Source: an optimization exercise on an open RTL-to-GDS flow (aim: small area, a short achievable clock period and few clock cycles per item). Production flows keep margins and buffers that such runs may drop. The RTL was checked by simulation tests, not by an equivalence proof against the original design. Power is estimated from default activity; no workload was simulated.

`flow/run.sh`:
```
#!/bin/bash
# synth_recipe.tcl (not shown) runs the flow's synth.tcl, then flattens the netlist and writes it again
# the make line also repeats each setting of config.mk as NAME=value (left out here)
make -C /OpenROAD-flow-scripts/flow DESIGN_CONFIG=/design/flow/config.mk WORK_HOME=/design/flow/orfs CLKGATE_MAP_FILE= SYNTH_SCRIPT=/design/flow/synth_recipe.tcl finish
```
`flow/config.mk`:
```
export PLATFORM = sky130hd
export DESIGN_NAME = sio_core
export DESIGN_NICKNAME = sio_core
export VERILOG_FILES = /design/flow/design.v
export SDC_FILE = /design/flow/constraint.sdc
export NUM_CORES = 4
export LEC_CHECK = 0
export CAP_MARGIN = 20
export CORE_MARGIN = 2
export CORE_UTILIZATION = 40
export SLEW_MARGIN = 20
```
`flow/constraint.sdc`:
```
create_clock -name core_clock -period 10.0 [get_ports {clk}]
set_input_delay 2.0000 -clock core_clock [delete_from_list [all_inputs] [get_ports {clk}]]
set_output_delay 2.0000 -clock core_clock [all_outputs]
set_load 0.01 [all_outputs]
```
`flow/design.v`:
```
module sio_core (
    input  wire        clk,
    input  wire        rst,
    input  wire        req_valid,
    output wire        req_ready,
    input  wire        req_evt,
    input  wire [63:0] req_data,
    input  wire        din_valid,
    output wire        din_ready,
    input  wire [7:0]  din,
    output reg         dout_valid,
    output reg  [7:0]  dout,
    output wire        rsp_valid,
    output wire [31:0] rsp,
    output reg         adp_valid,
    output reg  [15:0] adp,
    output wire        mat_req,
    output wire [7:0]  mat_len,
    input  wire [7:0]  mat_addr,
    output wire [7:0]  mat_data,
    input  wire        mat_ack,
    input  wire [31:0] mat_res
);
    localparam K    = 5;
    localparam CAP  = 1 << K;
    localparam [K-1:0] USABLE = CAP - 1;
    localparam [7:0] OP_OCCUPIED = 8'h01, OP_CAPUSE  = 8'h02, OP_ISFULL = 8'h03,
                     OP_PUSH     = 8'h04, OP_PEEK    = 8'h05, OP_POP    = 8'h06,
                     OP_WRITE    = 8'h10, OP_READ    = 8'h11,
                     OP_ENTX     = 8'h12, OP_DISTX   = 8'h13,
                     OP_ENRX     = 8'h14, OP_DISRX   = 8'h15,
                     OP_STATUS   = 8'h16, OP_FIND    = 8'h20;
    localparam [1:0] ST_IDLE = 2'd0, ST_TX = 2'd1, ST_RX = 2'd2, ST_ERR = 2'd3;
    localparam [4:0] CV_OVERFLOW = 5'd3, CV_UNDERFLOW = 5'd4, CV_STATE = 5'd5,
                     CV_MATCHER  = 5'd6, CV_ILLEGAL   = 5'd7;
    localparam [15:0] ADP_TX_ABORT = 16'h0002, ADP_RX_ONE = 16'h0003,
                      ADP_RX_ABORT = 16'h0004;
    localparam [1:0] P_ISSUE = 2'd0,    
                     P_DOUT  = 2'd1,    
                     P_KICK  = 2'd2,    
                     P_ADP2  = 2'd3;    
    localparam FD = 8;
    localparam FW = 3;
    reg [7:0]   rxq_mem [0:CAP-1];
    reg [7:0]   txq_mem [0:CAP-1];
    reg [K-1:0] rx_start, rx_end, tx_start, tx_end;
    reg [K-1:0] rx_wp, tx_wp;       
    reg [1:0]   status;
    reg         rx_enabled, tx_enabled;
    reg         fault;
    reg [4:0]   fault_cause;
    reg         d_valid;
    reg [1:0]   d_ph;
    reg         d_evt;
    reg         d_occ, d_cap, d_isfull, d_push, d_peek, d_pop, d_write, d_read;
    reg         d_entx, d_distx, d_enrx, d_disrx, d_status, d_find, d_ill;
    reg         d_evrx, d_evtx, d_evill;
    reg         d_q;
    reg [23:0]  d_n;
    reg         d_nbig;        
    reg         d_nzero;       
    reg [4:0]   d_off;
    reg         d_obig;        
    reg [7:0]   d_byte;        
    reg [4:0]   d_cnt;         
    reg [4:0]   d_roff;        
    reg         d_dpop;        
    reg [4:0]   d_rv;          
    reg         mat_cool;      
    reg         ds_active;
    reg         ds_q;
    reg [23:0]  ds_rem;        
    reg [4:0]   ds_store;      
    reg [FW-1:0] ds_slot;      
    reg [5:0]   f_mem [0:FD-1];
    reg [FW-1:0] f_head, f_tail;
    reg [FW:0]  f_cnt;
    wire [7:0]  i_opc  = req_data[7:0];
    wire        i_q    = req_data[8];
    wire        i_r0   = (req_data[15:9] == 7'd0);
    wire        i_n0   = (req_data[39:16] == 24'd0);
    wire        i_o0   = (req_data[63:40] == 24'd0);
    wire        i_fq   = i_r0 && i_n0 && i_o0;
    wire        i_fqn  = i_r0 && i_o0;
    wire        i_fz   = !i_q && i_fq;
    wire        i_fn   = !i_q && i_fqn;
    wire [7:0]  i_code = req_data[7:0];
    wire [7:0]  i_byte = req_data[15:8];
    wire c_occ    = (i_opc == OP_OCCUPIED) && i_fq;
    wire c_cap    = (i_opc == OP_CAPUSE)   && i_fq;
    wire c_isfull = (i_opc == OP_ISFULL)   && i_fq;
    wire c_push   = (i_opc == OP_PUSH)     && i_fqn;
    wire c_peek   = (i_opc == OP_PEEK)     && i_r0;
    wire c_pop    = (i_opc == OP_POP)      && i_fqn;
    wire c_write  = (i_opc == OP_WRITE)    && i_fn;
    wire c_read   = (i_opc == OP_READ)     && i_fn;
    wire c_entx   = (i_opc == OP_ENTX)     && i_fz;
    wire c_distx  = (i_opc == OP_DISTX)    && i_fz;
    wire c_enrx   = (i_opc == OP_ENRX)     && i_fz;
    wire c_disrx  = (i_opc == OP_DISRX)    && i_fz;
    wire c_status = (i_opc == OP_STATUS)   && i_fz;
    wire c_find   = (i_opc == OP_FIND)     && i_fqn;
    wire c_legal  = c_occ | c_cap | c_isfull | c_push | c_peek | c_pop | c_write |
                    c_read | c_entx | c_distx | c_enrx | c_disrx | c_status | c_find;
    wire e_rx     = (i_code == 8'h01);
    wire e_tx     = (i_code == 8'h02) && (i_byte == 8'h00);
    wire [K-1:0] rx_occ  = rx_end - rx_start;
    wire [K-1:0] tx_occ  = tx_end - tx_start;
    wire         rx_full = (rx_occ == USABLE);
    wire [K-1:0] tx_free = ~tx_occ;                  
    wire         tx_head_ok = (tx_wp != tx_start);   
    wire         rx_pend = (rx_wp != rx_end);        
    wire         qs      = d_write | d_entx | d_evtx | ((d_q & ~d_read) & ~d_evrx);
    wire [K-1:0] q_start = qs ? tx_start : rx_start;
    wire [K-1:0] q_end   = qs ? tx_end   : rx_end;
    wire [K-1:0] q_wp    = qs ? tx_wp    : rx_wp;
    wire [K-1:0] q_occ   = q_end - q_start;
    wire         q_pend  = (q_wp != q_end);
    wire [K:0]   push_sum = {1'b0, q_occ} + {1'b0, d_n[4:0]};
    wire         push_bad = d_nbig || push_sum[K];
    wire [K:0]   peek_sum = {1'b0, d_off} + {1'b0, d_n[4:0]};
    wire         peek_bad = d_nbig || d_obig || ({1'b0, q_occ} < peek_sum);
    wire         pop_bad  = d_nbig || (q_occ < d_n[4:0]);
    wire [K-1:0] write_m  = (d_nbig || d_n[4:0] > tx_free) ? tx_free : d_n[4:0];
    wire [K-1:0] read_m   = (d_nbig || d_n[4:0] > rx_occ)  ? rx_occ  : d_n[4:0];
    wire        r_neg    = mat_res[31];
    wire        r_zero   = (mat_res == 32'd0);
    wire [31:0] r_negv   = 32'd0 - mat_res;
    wire        r_dsmall = (r_negv[31:K] == 0) && (r_negv[K-1:0] < q_occ);
    wire [K-1:0] ff_d    = r_zero ? {4'd0, q_occ != 0} : (r_dsmall ? r_negv[K-1:0] : q_occ);
    wire        dc_small = (mat_res[30:24] != 7'd0) || (d_n < mat_res[23:0]);
    wire        r_big    = (mat_res[30:K] != 0) || (mat_res[K-1:0] > q_occ);
    reg  [K-1:0] rd_off;
    always @(*) begin
        if (d_ph == P_DOUT)      rd_off = d_roff;
        else if (d_find)         rd_off = mat_addr[K-1:0];
        else if (d_peek)         rd_off = d_off;
        else                     rd_off = {K{1'b0}};
    end
    wire [K-1:0] rd_slot = q_start + rd_off;
    wire [7:0]   rd_byte = qs ? txq_mem[rd_slot] : rxq_mem[rd_slot];
    wire fifo_full = (f_cnt == FD);
    reg         fin;             
    reg         enq;             
    reg [5:0]   enq_v;
    reg         mreq;
    reg         o_adp;   reg [15:0] o_adp_w;
    reg         o_dout;
    reg         ds_load; reg [K-1:0] ds_ld_store;
    reg         ev_we;
    reg [K-1:0] n_rx_start, n_rx_end, n_tx_start, n_tx_end;
    reg [1:0]   n_status;
    reg         n_rx_en, n_tx_en, n_fault;
    reg [4:0]   n_cause;
    reg [1:0]   n_ph;
    reg [4:0]   n_cnt, n_roff, n_rv;
    reg         n_dpop;
    reg [K-1:0] k_occ;           
    task raise(input [4:0] cause, input chan);
        begin
            n_fault = 1'b1;
            n_cause = cause;
            if (chan) n_status = ST_ERR;
        end
    endtask
    task adv_start(input [K-1:0] by);
        begin
            if (qs) n_tx_start = tx_start + by;
            else    n_rx_start = rx_start + by;
        end
    endtask
    always @(*) begin
        fin = 1'b0; enq = 1'b0; enq_v = 6'd0; mreq = 1'b0;
        o_adp = 1'b0; o_adp_w = 16'd0; o_dout = 1'b0;
        ds_load = 1'b0; ds_ld_store = {K{1'b0}}; ev_we = 1'b0;
        n_rx_start = rx_start; n_rx_end = rx_end;
        n_tx_start = tx_start; n_tx_end = tx_end;
        n_status = status; n_rx_en = rx_enabled; n_tx_en = tx_enabled;
        n_fault = fault; n_cause = fault_cause;
        n_ph = d_ph; n_cnt = d_cnt; n_roff = d_roff; n_rv = d_rv; n_dpop = d_dpop;
        k_occ = tx_occ;
        if (d_valid) begin
            case (d_ph)
            P_ISSUE: if (!fifo_full) begin
                if (fault) begin
                    fin = 1'b1; enq = 1'b1;
                    enq_v = d_evt ? 6'd0 : {1'b1, fault_cause};
                end else if (d_evill) begin
                    fin = 1'b1; enq = 1'b1;
                    raise(CV_ILLEGAL, 1'b1);
                end else if (d_evrx) begin
                    if (status != ST_RX) begin
                        fin = 1'b1; enq = 1'b1;
                        raise(CV_STATE, 1'b1);
                    end else if (rx_full) begin
                        fin = 1'b1; enq = 1'b1;
                        n_rx_en = 1'b0;
                        o_adp = 1'b1; o_adp_w = ADP_RX_ABORT;
                        n_status = ST_IDLE;
                    end else if (!rx_pend) begin
                        fin = 1'b1; enq = 1'b1;
                        ev_we = 1'b1;
                        n_rx_end = rx_end + 1'b1;
                        o_adp = 1'b1; o_adp_w = ADP_RX_ONE;
                    end
                end else if (d_evtx) begin
                    if (status != ST_TX) begin
                        fin = 1'b1; enq = 1'b1;
                        raise(CV_STATE, 1'b1);
                    end else if (tx_occ == {K{1'b0}}) begin
                        fin = 1'b1; enq = 1'b1;
                        if (rx_enabled && !rx_full) begin
                            o_adp = 1'b1; o_adp_w = ADP_RX_ONE;
                            n_status = ST_RX;
                        end else begin
                            n_status = ST_IDLE;
                        end
                    end else if (tx_head_ok) begin
                        fin = 1'b1; enq = 1'b1;
                        n_tx_start = tx_start + 1'b1;
                        o_adp = 1'b1; o_adp_w = {rd_byte, 8'h01};
                    end
                end else if (d_ill) begin
                    fin = 1'b1; enq = 1'b1; enq_v = {1'b1, CV_ILLEGAL};
                    raise(CV_ILLEGAL, 1'b0);
                end else if (d_occ) begin
                    fin = 1'b1; enq = 1'b1; enq_v = {1'b0, q_occ};
                end else if (d_cap) begin
                    fin = 1'b1; enq = 1'b1; enq_v = {1'b0, USABLE};
                end else if (d_isfull) begin
                    fin = 1'b1; enq = 1'b1; enq_v = {5'd0, q_occ == USABLE};
                end else if (d_push) begin
                    if (push_bad) begin
                        fin = 1'b1; enq = 1'b1; enq_v = {1'b1, CV_OVERFLOW};
                        raise(CV_OVERFLOW, 1'b0);
                    end else if (d_nzero) begin
                        fin = 1'b1; enq = 1'b1;
                    end else if (!ds_active) begin
                        fin = 1'b1; enq = 1'b1;
                        ds_load = 1'b1; ds_ld_store = d_n[4:0];
                        if (qs) n_tx_end = tx_end + d_n[4:0];
                        else    n_rx_end = rx_end + d_n[4:0];
                    end
                end else if (d_peek || d_pop) begin
                    if (d_peek ? peek_bad : pop_bad) begin
                        fin = 1'b1; enq = 1'b1; enq_v = {1'b1, CV_UNDERFLOW};
                        raise(CV_UNDERFLOW, 1'b0);
                    end else if (d_nzero) begin
                        fin = 1'b1; enq = 1'b1;
                    end else if (!q_pend) begin
                        o_dout = 1'b1;
                        if (d_pop) adv_start(1);
                        if (d_n[4:0] == 5'd1) begin
                            fin = 1'b1; enq = 1'b1;
                        end else begin
                            n_ph = P_DOUT; n_cnt = d_n[4:0] - 1'b1;
                            n_roff = d_pop ? 5'd0 : d_off + 1'b1;
                            n_dpop = d_pop; n_rv = 5'd0;
                        end
                    end
                end else if (d_read) begin
                    if (read_m == {K{1'b0}}) begin
                        fin = 1'b1; enq = 1'b1;
                    end else if (!q_pend) begin
                        o_dout = 1'b1;
                        adv_start(1);
                        if (read_m == 5'd1) begin
                            fin = 1'b1; enq = 1'b1; enq_v = 6'd1;
                        end else begin
                            n_ph = P_DOUT; n_cnt = read_m - 1'b1;
                            n_roff = 5'd0; n_dpop = 1'b1; n_rv = read_m;
                        end
                    end
                end else if (d_write || d_entx) begin
                    if (!(d_write && !d_nzero && ds_active)) begin
                        if (d_write) begin
                            n_tx_end = tx_end + write_m;
                            k_occ    = tx_occ + write_m;
                            if (!d_nzero) begin
                                ds_load = 1'b1; ds_ld_store = write_m;
                            end
                        end else begin
                            n_tx_en = 1'b1;
                        end
                        n_rv = d_write ? write_m : 5'd0;
                        if (d_entx || tx_enabled) begin
                            if (status == ST_RX) begin
                                o_adp = 1'b1; o_adp_w = ADP_RX_ABORT;
                                n_status = ST_IDLE;
                                if (k_occ != {K{1'b0}}) n_ph = P_KICK;
                                else begin fin = 1'b1; enq = 1'b1; enq_v = {1'b0, n_rv}; end
                            end else if (status == ST_IDLE && k_occ != {K{1'b0}}) begin
                                if (tx_head_ok) begin
                                    fin = 1'b1; enq = 1'b1; enq_v = {1'b0, n_rv};
                                    n_tx_start = tx_start + 1'b1;
                                    o_adp = 1'b1; o_adp_w = {rd_byte, 8'h01};
                                    n_status = ST_TX;
                                end else begin
                                    n_ph = P_KICK;
                                end
                            end else begin
                                fin = 1'b1; enq = 1'b1; enq_v = {1'b0, n_rv};
                            end
                        end else begin
                            fin = 1'b1; enq = 1'b1; enq_v = {1'b0, n_rv};
                        end
                    end
                end else if (d_distx) begin
                    fin = 1'b1; enq = 1'b1;
                    n_tx_en = 1'b0;
                    if (status == ST_TX) begin
                        o_adp = 1'b1; o_adp_w = ADP_TX_ABORT;
                        n_status = ST_IDLE;
                    end
                end else if (d_enrx) begin
                    n_rx_en = 1'b1;
                    if (status == ST_TX) begin
                        o_adp = 1'b1; o_adp_w = ADP_TX_ABORT;
                        n_status = ST_RX;
                        n_ph = P_ADP2;
                    end else begin
                        fin = 1'b1; enq = 1'b1;
                        if (status == ST_IDLE) begin
                            o_adp = 1'b1; o_adp_w = ADP_RX_ONE;
                            n_status = ST_RX;
                        end
                    end
                end else if (d_disrx) begin
                    fin = 1'b1; enq = 1'b1;
                    n_rx_en = 1'b0;
                    if (status == ST_RX) begin
                        o_adp = 1'b1; o_adp_w = ADP_RX_ABORT;
                        n_status = ST_IDLE;
                    end
                end else if (d_status) begin
                    fin = 1'b1; enq = 1'b1; enq_v = {4'd0, status};
                end else if (d_find) begin
                    if (!q_pend && !mat_cool) begin
                        mreq = 1'b1;
                        if (mat_ack) begin
                            if (r_neg || r_zero) begin
                                fin = 1'b1; enq = 1'b1;
                                adv_start(ff_d);
                            end else if (dc_small) begin
                                fin = 1'b1; enq = 1'b1;
                            end else if (r_big) begin
                                fin = 1'b1; enq = 1'b1; enq_v = {1'b1, CV_MATCHER};
                                raise(CV_MATCHER, 1'b0);
                            end else begin
                                n_ph = P_DOUT; n_cnt = mat_res[4:0];
                                n_roff = 5'd0; n_dpop = 1'b1; n_rv = mat_res[4:0];
                            end
                        end
                    end
                end else begin
                    fin = 1'b1; enq = 1'b1;
                end
            end
            P_DOUT: begin
                o_dout = 1'b1;
                if (d_dpop) adv_start(1);
                else        n_roff = d_roff + 1'b1;
                n_cnt = d_cnt - 1'b1;
                if (d_cnt == 5'd1) begin
                    fin = 1'b1; enq = 1'b1; enq_v = {1'b0, d_rv};
                end
            end
            P_KICK: begin
                if (tx_head_ok) begin
                    fin = 1'b1; enq = 1'b1; enq_v = {1'b0, d_rv};
                    n_tx_start = tx_start + 1'b1;
                    o_adp = 1'b1; o_adp_w = {rd_byte, 8'h01};
                    n_status = ST_TX;
                end
            end
            default: begin  
                fin = 1'b1; enq = 1'b1;
                o_adp = 1'b1; o_adp_w = ADP_RX_ONE;
            end
            endcase
        end
    end
    wire req_fire = req_valid && req_ready;
    wire din_fire = din_valid && ds_active;
    wire deq      = rsp_valid;
    assign req_ready = !d_valid || fin;
    assign din_ready = ds_active;
    assign mat_req   = mreq;
    assign mat_len   = {3'd0, q_occ};
    assign mat_data  = rd_byte;
    assign rsp_valid = (f_cnt != 0) && !(ds_active && ds_slot == f_head);
    assign rsp       = {f_mem[f_head][5], 26'd0, f_mem[f_head][4:0]};
    wire       ds_wr  = din_fire && (ds_store != {K{1'b0}});
    wire       rx_we  = ev_we || (ds_wr && !ds_q);
    wire [K-1:0] rx_wa = ev_we ? rx_end : rx_wp;
    wire [7:0] rx_wd  = ev_we ? d_byte : din;
    wire       tx_we  = ds_wr && ds_q;
    always @(posedge clk) begin
        if (rx_we) rxq_mem[rx_wa] <= rx_wd;
        if (tx_we) txq_mem[tx_wp] <= din;
        if (enq)   f_mem[f_tail] <= enq_v;
    end
    always @(posedge clk) begin
        dout <= rd_byte;
        if (o_adp) adp <= o_adp_w;
        if (req_fire) begin
            d_evt    <= req_evt;
            d_occ    <= !req_evt && c_occ;
            d_cap    <= !req_evt && c_cap;
            d_isfull <= !req_evt && c_isfull;
            d_push   <= !req_evt && c_push;
            d_peek   <= !req_evt && c_peek;
            d_pop    <= !req_evt && c_pop;
            d_write  <= !req_evt && c_write;
            d_read   <= !req_evt && c_read;
            d_entx   <= !req_evt && c_entx;
            d_distx  <= !req_evt && c_distx;
            d_enrx   <= !req_evt && c_enrx;
            d_disrx  <= !req_evt && c_disrx;
            d_status <= !req_evt && c_status;
            d_find   <= !req_evt && c_find;
            d_ill    <= !req_evt && !c_legal;
            d_evrx   <= req_evt && e_rx;
            d_evtx   <= req_evt && e_tx;
            d_evill  <= req_evt && !e_rx && !e_tx;
            d_q      <= i_q;
            d_n      <= req_data[39:16];
            d_nbig   <= (req_data[39:21] != 19'd0);
            d_nzero  <= i_n0;
            d_off    <= req_data[44:40];
            d_obig   <= (req_data[63:45] != 19'd0);
            d_byte   <= i_byte;
        end
        d_cnt  <= n_cnt;
        d_roff <= n_roff;
        d_rv   <= n_rv;
        d_dpop <= n_dpop;
        if (ds_load) begin
            ds_q     <= qs;
            ds_rem   <= d_n;
            ds_store <= ds_ld_store;
            ds_slot  <= f_tail;
        end else if (din_fire) begin
            ds_rem <= ds_rem - 1'b1;
            if (ds_wr) ds_store <= ds_store - 1'b1;
        end
        if (rst) begin
            d_valid     <= 1'b0;
            d_ph        <= P_ISSUE;
            mat_cool    <= 1'b0;
            ds_active   <= 1'b0;
            rx_start    <= {K{1'b0}};
            rx_end      <= {K{1'b0}};
            rx_wp       <= {K{1'b0}};
            tx_start    <= {K{1'b0}};
            tx_end      <= {K{1'b0}};
            tx_wp       <= {K{1'b0}};
            status      <= ST_IDLE;
            rx_enabled  <= 1'b0;
            tx_enabled  <= 1'b0;
            fault       <= 1'b0;
            fault_cause <= 5'd0;
            dout_valid  <= 1'b0;
            adp_valid   <= 1'b0;
            f_head      <= {FW{1'b0}};
            f_tail      <= {FW{1'b0}};
            f_cnt       <= {(FW+1){1'b0}};
        end else begin
            dout_valid <= o_dout;
            adp_valid  <= o_adp;
            mat_cool   <= mreq && mat_ack;
            if (req_fire)      begin d_valid <= 1'b1; d_ph <= P_ISSUE; end
            else if (fin)      begin d_valid <= 1'b0; d_ph <= P_ISSUE; end
            else               d_ph <= n_ph;
            rx_start    <= n_rx_start;
            rx_end      <= n_rx_end;
            tx_start    <= n_tx_start;
            tx_end      <= n_tx_end;
            status      <= n_status;
            rx_enabled  <= n_rx_en;
            tx_enabled  <= n_tx_en;
            fault       <= n_fault;
            fault_cause <= n_cause;
            if (ev_we) rx_wp <= rx_wp + 1'b1;
            if (ds_wr) begin
                if (ds_q) tx_wp <= tx_wp + 1'b1;
                else      rx_wp <= rx_wp + 1'b1;
            end
            if (ds_load)
                ds_active <= 1'b1;
            else if (din_fire && ds_rem == 24'd1)
                ds_active <= 1'b0;
            if (enq) f_tail <= f_tail + 1'b1;
            if (deq) f_head <= f_head + 1'b1;
            f_cnt <= f_cnt + enq - deq;
        end
    end
endmodule
```
==> results.txt <==
routing by layer:
metal / global-route usage / part of all wire / vias to the layer above
li1: - / - / 10800
met1: 0.289 / 0.42 / 12200
met2: 0.355 / 0.48 / 923
met3: 0.0354 / 0.064 / 197
met4: 0.0791 / 0.036 / 0
met5: 0 / 0 / -
path summary, 6_finish.rpt:
| kind | startpoint | endpoint | slack, ps | depth (start not counted) |
|---|---|---|---|---|
| worst max-delay path | tx_start[1] | req_ready | 640 | 23 |
| worst min-delay path | fault_cause[0] | fault_cause[0] | 530 | 2 |
| worst max register to register | d_read | tx_start[4] | 2150 | 30 |
| worst min register to register | fault_cause[0] | fault_cause[0] | 530 | 2 |
worst register-to-register path: cells and delay by family, from the launching register on:
family / cells / cell delay (ps)
buffers and inverters: 7 / 1310
adder cells (fa/ha/maj): 4 / 1400
XOR/XNOR: 2 / 260
AND/OR/NAND/NOR: 8 / 2360
multiplexers: 2 / 640
flip-flops: 1 / 360
AO/OA/AOI/OAI: 7 / 1430
kinds of logic after synthesis:
logic type / synth area share
other: 0.000102
AO/OA/AOI/OAI: 0.0802
flip-flops: 0.589
buffers and inverters: 0.0315
adder cells (fa/ha/maj): 0.0494
AND/OR/NAND/NOR: 0.103
XOR/XNOR: 0.0252
multiplexers: 0.122
registers in the layout, indices dropped and copies added (netlist names), 8 cells and up, named ones only:
| register | cells |
|---|---|
| dout | 8 |
| d_n | 24 |
| ds_rem | 24 |
| f_mem | 48 |
| adp | 11 |
| rxq_mem | 256 |
| d_byte | 8 |
| txq_mem | 256 |
per-stage QoR:
step                      hold slack [ps]  utilization  total power, mW  instances
after global routing                  565        0.464             7.61       4106
after floorplan                       476            -             4.14       2722
after CTS                             530        0.463             7.42       4105
after detailed placement              516        0.435             4.52       3958
after global placement                514        0.435             4.50       3957
final                                 530        0.464             7.35       4106
power breakdown:
group	switching, mW	leakage (nW)	internal, mW
sequential	0.0831	6.71	3.45
combinational	0.499	6.23	0.421
clock	1.27	1.25	1.63
synthesized netlist by cell type (all sizes together), types with 19 or more instances:
library cell / number / area share
a211oi: 26 / 0.0053
a21o: 28 / 0.0057
a21oi: 113 / 0.015
a22oi: 20 / 0.0041
and2: 20 / 0.0034
buf: 58 / 0.0097
clkbuf: 102 / 0.010
dfxtp: 66 / 0.036
edfxtp: 679 / 0.55
ha: 128 / 0.043
inv: 112 / 0.011
mux2: 20 / 0.0061
mux2i: 38 / 0.010
mux4: 172 / 0.11
nand2: 146 / 0.015
nand2b: 22 / 0.0037
nand3: 55 / 0.0075
nand4: 26 / 0.0044
nor2: 227 / 0.023
nor2b: 29 / 0.0049
nor3: 75 / 0.011
nor4: 47 / 0.0088
o21ai: 95 / 0.013
o22ai: 19 / 0.0032
xnor2: 55 / 0.013
xor2: 51 / 0.012
layout make-up:
| cell class | instances | area, um2 | share of cell area |
|---|---|---|---|
| clock buffers | 100 | 2120 | 0.0499 |
| flip-flops and latches | 745 | 21700 | 0.512 |
| repair buffers | 211 | 2010 | 0.0475 |
| well taps | 1186 | 1480 | 0.0350 |
| inverters | 112 | 420 | 0.00991 |
| clock inverters | 47 | 468 | 0.0110 |
| multi-input cells | 1705 | 14200 | 0.335 |
==> impl_metrics.json <==
{
  "status": "no timing/DRC/antenna violations",
  "irDropWorstVdd_mv": 0.148,
  "critPathKind": "reg2out",
  "diodes": 0,
  "avgSynthCellArea_um2": 13.7,
  "synthCells": 2689,
  "cts_buffer_depth": 3,
  "placed_area_mm2": 0.0398,
  "fin_area_mm2": 0.0424,
  "power_density_mw_per_mm2": 173,
  "rows": 111,
  "fin_nets": 3112,
  "finalHoldViolations": 0,
  "finalSetupTns_ps": 0,
  "clk_latency_ps": 670,
  "cts_root_buffer": "clkbuf_16",
  "worst_pin_slew_ps": 1010,
  "fmax_ghz": 0.107,
  "antenna_found_initial": 0,
  "seq_area_frac_synth": 0.589,
  "worstPathRequired_ps": 8000,
  "num_vias": 24100,
  "crit_family": "compound AO/OA/AOI/OAI gates",
  "cp_slowest_stage_delay_ps": 620,
  "initial_core_util": 0.403,
  "die_w_um": 308,
  "finClkSkew_ps": 43.6,
  "max_cap_violations": 0,
  "synthFlopType": "edfxtp_1",
  "path_buf_inv": 3,
  "grt_pass1_wl_um": 153000,
  "core-area_mm2": 0.0915,
  "die_h_um": 308,
  "syn_to_final_growth_pct": 15.1,
  "drc_errors": 0,
  "ant_nets": 0,
  "wl_um": 102000,
  "leakage_nw": 14.2,
  "clk_pin_slew_worst_paths_ps": 60,
  "async_flop_share": 0,
  "numCtsBuffers": 80,
  "crit_fanout": 12,
  "firstDrtPassIters": 6,
  "setup_slack_ps": 638,
  "vias_per_cell": 5.86,
  "cp-start-kind": "flop",
  "layout_min_cycle_time_ps": 9360,
  "final_cell_mix": "edfxtp_1, nor2_1, mux4_2, clkdlybuf4s50_1, nand2_1",
  "setup_viol_count_final": 0,
  "port_buffers": 158,
  "critPathSlowestCell": "dfxtp_1",
  "cp.arrival_ps": 7360,
  "fin_crit_sh": 0.936,
  "io_pins": 196,
  "die-area_mm2": 0.0946,
  "gp_congestion": 0.942,
  "final_common_cell": "edfxtp_1",
  "rsz0062_at_grt": "false",
  "clock_sinks": 745,
  "dpl_worst_slack_ps": 1120,
  "grt_max_degree": 60,
  "ys_warn_count": 1,
  "place_hpwl_um": 71600,
  "grt_pass1_vias": 24400,
  "synth_seq_cells": 745,
  "synthesis.area_mm2": 0.0369,
  "fill_cells": 7995,
  "ctsResizeCount": 0,
  "ys_types": 85,
  "drt_iter0_markers": 2452,
  "h-tree-depth": 3,
  "synth_edf_count": 679,
  "cts_tree": "built",
  "end_kind": "primary output",
  "grt_overflow": 0,
  "crit_chain": "inv_1, fa_1, nand3_1, and3_1, or2_0, inv_1, ha_1, nand4_1, o221ai_1, o21ai_2, nand2_1, o21ai_1, ha_1, fa_1, a21o_1, a21o_1, nand3_1, o21ai_0, o41a_1, o31a_1, o31ai_1, a31oi_1, clkdlybuf4s50_1",
  "grt_usage": 0.216,
  "drive_gt1_frac": 0.137,
  "cts-hold-fix-buffers": 0,
  "postCtsSetupBuffers": 0,
  "relSlewSlack": 0.324,
  "report.final.slew_viol_count": 0,
  "hold_path.class": "reg2reg",
  "post_drt_wl_per_cell_um": 24.8
}
Testbench counts, summed over its fixed seeds: cycles 7,410, txns 3,200.

[static timing again, ports no longer ideal]
The results above use ideal ports. As a check the final layout listed here was re-extracted and re-timed, cells and wires unchanged.
Step 1 (the two cells are an assumption about what drives the block):
set clk [get_ports {clk}]
set_driving_cell -lib_cell sky130_fd_sc_hd__clkbuf_16 $clk
set_driving_cell -lib_cell sky130_fd_sc_hd__buf_2 [delete_from_list [all_inputs] $clk]
Step 2 times the ports against the registers' clock, not the clock port: input delays grow and output delays shrink by t, the midpoint of the rising clock arrivals with the driver on.
Slacks: no drivers / after step 1 / after step 2; pairs: no drivers / after step 1.
t, ns: 0.716
slack for setup (ns): 0.638 / 0.572 / 1.046
hold slack, ns: 0.530 / 0.530 / 0.530
worst setup path at the end: input to output
clock arrival spread, ns: 0.049 / 0.049
After both steps setup and hold are still met in this run. For this run, drivers alone change the setup slack by -0.066 ns; drivers and shift together by +0.408 ns.
